This design comes from an exercise in tuning for small area on the open sky130 flow, not from production work.
The RTL was checked by simulation tests, not by an equivalence proof against the original design.
Power and IR drop assume default switching activity.

== v30 ==
// pdm_codec
module pdm_codec (
    input  wire         clk,
    input  wire         rst,
    input  wire [1:0]   enc_cmd,
    input  wire [447:0] enc_din,
    output wire         enc_ack,
    output wire         tx_valid,
    output wire [7:0]   tx_data,
    output wire         enc_busy,
    output wire [5:0]   enc_idx,
    output wire         enc_range_warn,
    input  wire [1:0]   rx_cmd,
    input  wire [7:0]   rx_data,
    input  wire [31:0]  rx_dt_ms,
    output wire [1:0]   rx_result,
    output wire [447:0] snap_out,
    output wire         snap_valid,
    output wire         link_status,
    output wire [31:0]  snap_time_ms,
    output wire [18:0]  total_current_ma,
    output wire [15:0]  system_voltage_mv
);
    pdm_frame_encoder u_enc (
        .clk            (clk),
        .rst            (rst),
        .enc_cmd        (enc_cmd),
        .enc_din        (enc_din),
        .enc_ack        (enc_ack),
  ...
For scale: ~3,700 cells after synthesis, roughly 1,400 flip-flops, ~0.056 mm2 of cells after synthesis.
clock: 15.0 ns
lec_check: 0
cap_margin: 0
core_margin: 2
core_utilization: 70
slew_margin: 0
standard.sh (not shown) runs the stock make flow with config.mk's settings and CLKGATE_MAP_FILE= SYNTH_SCRIPT=/design/flow/synth_recipe.tcl, a recipe that flattens the netlist after the stock synthesis.
==> flow/flow/run.sh <==
#!/bin/bash
export BUFFER_PORTS_ARGS="-buffer_cell sky130_fd_sc_hd__buf_1"
export CTS_ARGS="-sink_clustering_enable -repair_clock_nets -dont_use_dummy_load -sink_clustering_size 18 -sink_clustering_max_diameter 50 -buf_list sky130_fd_sc_hd__clkbuf_8"
bash standard.sh > standard.log 2>&1
Edits applied to the flow inputs when going from v30 to v9:
Settings: CORE_ASPECT_RATIO now 3, previously not set; CORE_UTILIZATION now 80, was 70.
==> flow/flow/run.sh <==
#!/bin/bash
export BUFFER_PORTS_ARGS="-buffer_cell sky130_fd_sc_hd__buf_1"
export CTS_ARGS="-sink_clustering_enable -repair_clock_nets -dont_use_dummy_load -sink_clustering_size 16 -sink_clustering_max_diameter 50 -buf_list sky130_fd_sc_hd__clkbuf_8"
bash standard.sh > standard.log 2>&1
### Flow results
Re count of flip-flops with a built-in enable after synthesis: no difference whatsoever between v9 and v30. v9 | ERROR | I/O pin placement (3_2_place_iop). Compared with v30, in v9 effective utilization at floorplan rose by 9.6 points, number of cell rows rose by 63%, combined area of all synthesized cells stayed essentially flat, post-synthesis instance total stayed essentially flat.
The inputs of v28 differ from those of v9 as listed below.
Settings: clearing CORE_ASPECT_RATIO, which used to be 3.
==> comparison <==
From v9 to v28, number of flops mapped to enable cells by yosys did not move at all. v28 -> v9: count of distinct cell types in the synthesized netlist delta 0, exact match. v28 vs v9: floorplan die width up in v28. v9 has higher total number of placement rows than v28. v28 is listed as incomplete: the tool reported an error in I/O pin placement (3_2_place_iop) and the run ended there. Initial core utilization: v28 vs v9, no meaningful difference. v28 ended up with a lower height of the chip than v9 did. Summary of v28 over v9: synthesized area neither gained nor lost much, async set or reset register ratio after synthesis barely changed.
--- input diff v28..v54 ---
Settings: a change of CORE_UTILIZATION from 80 to 60.
==> flow/flow/run.sh <==
#!/bin/bash
export BUFFER_PORTS_ARGS="-buffer_cell sky130_fd_sc_hd__buf_1"
export CTS_ARGS="-sink_clustering_enable -repair_clock_nets -dont_use_dummy_load -sink_clustering_size 20 -sink_clustering_max_diameter 60 -buf_list sky130_fd_sc_hd__clkbuf_16"
bash standard.sh > standard.log 2>&1
Results
v54 did not stop at any stage, and its layout met the timing, DRC and antenna checks.
v54 ended with more width of the die than v28.
v54 ended with less starting density of the core than v28.
From v28 to v54 the numbers moved as follows: flip-flop and latch count after synthesis held steady; floorplan die height grew by 15%.

========
Setup of v6:
pdm_codec again, from the RTL that the note above started with.
export LEC_CHECK = 0
export CAP_MARGIN = 0
export CORE_MARGIN = 2
export CORE_UTILIZATION = 70
export SLEW_MARGIN = 0
create_clock -name core_clock -period 15.0 [get_ports {clk}]
==> flow/flow/run.sh <==
#!/bin/bash
export BUFFER_PORTS_ARGS="-buffer_cell sky130_fd_sc_hd__buf_1"
export CTS_ARGS="-sink_clustering_enable -repair_clock_nets -dont_use_dummy_load -sink_clustering_size 16 -sink_clustering_max_diameter 50 -buf_list sky130_fd_sc_hd__clkbuf_8"
bash standard.sh > standard.log 2>&1
Edits applied to the flow inputs when going from v6 to v7:
Settings: CORE_UTILIZATION changed from 70 to 60.
==> comparison <==
NOTE: shortest clock period the worst path allows after layout in v7 exceeds that of v6. The hold slack was comparable across v7 and v6. Diff v6 -> v7: total chip power now sits higher, area growth from synthesis to final layout picked up an extra 0.90 points.

==> separate check: timing with driven ports <==
Ports are ideal in the flow. The routed layouts listed here were re-timed in OpenROAD.
Step 1 sets driving cells, clkbuf_16 on the clock port and buf_2 on the other inputs (assumed; they add their load-dependent delay and slew).
Step 2, shift: input delay + t, output delay - t, t = (earliest + latest rising clock arrival at the registers) / 2. This alone moves slack from input paths to output paths.
Three values: no drivers, after step 1, after step 2; two values: the first two.
run	shift t [ns]	setup slack, ns	worst register clock-pin slew, ns	pins driven straight from the clock port
v30	0.840	1.170 / 1.170 / 1.170	0.12 / 0.12	1
v54	0.750	0.909 / 0.909 / 0.909	0.09 / 0.09	1
v6	0.820	1.033 / 1.033 / 1.033	0.11 / 0.11	1
v7	0.897	0.982 / 0.982 / 0.982	0.11 / 0.11	1
After both steps every run listed still meets setup and hold.
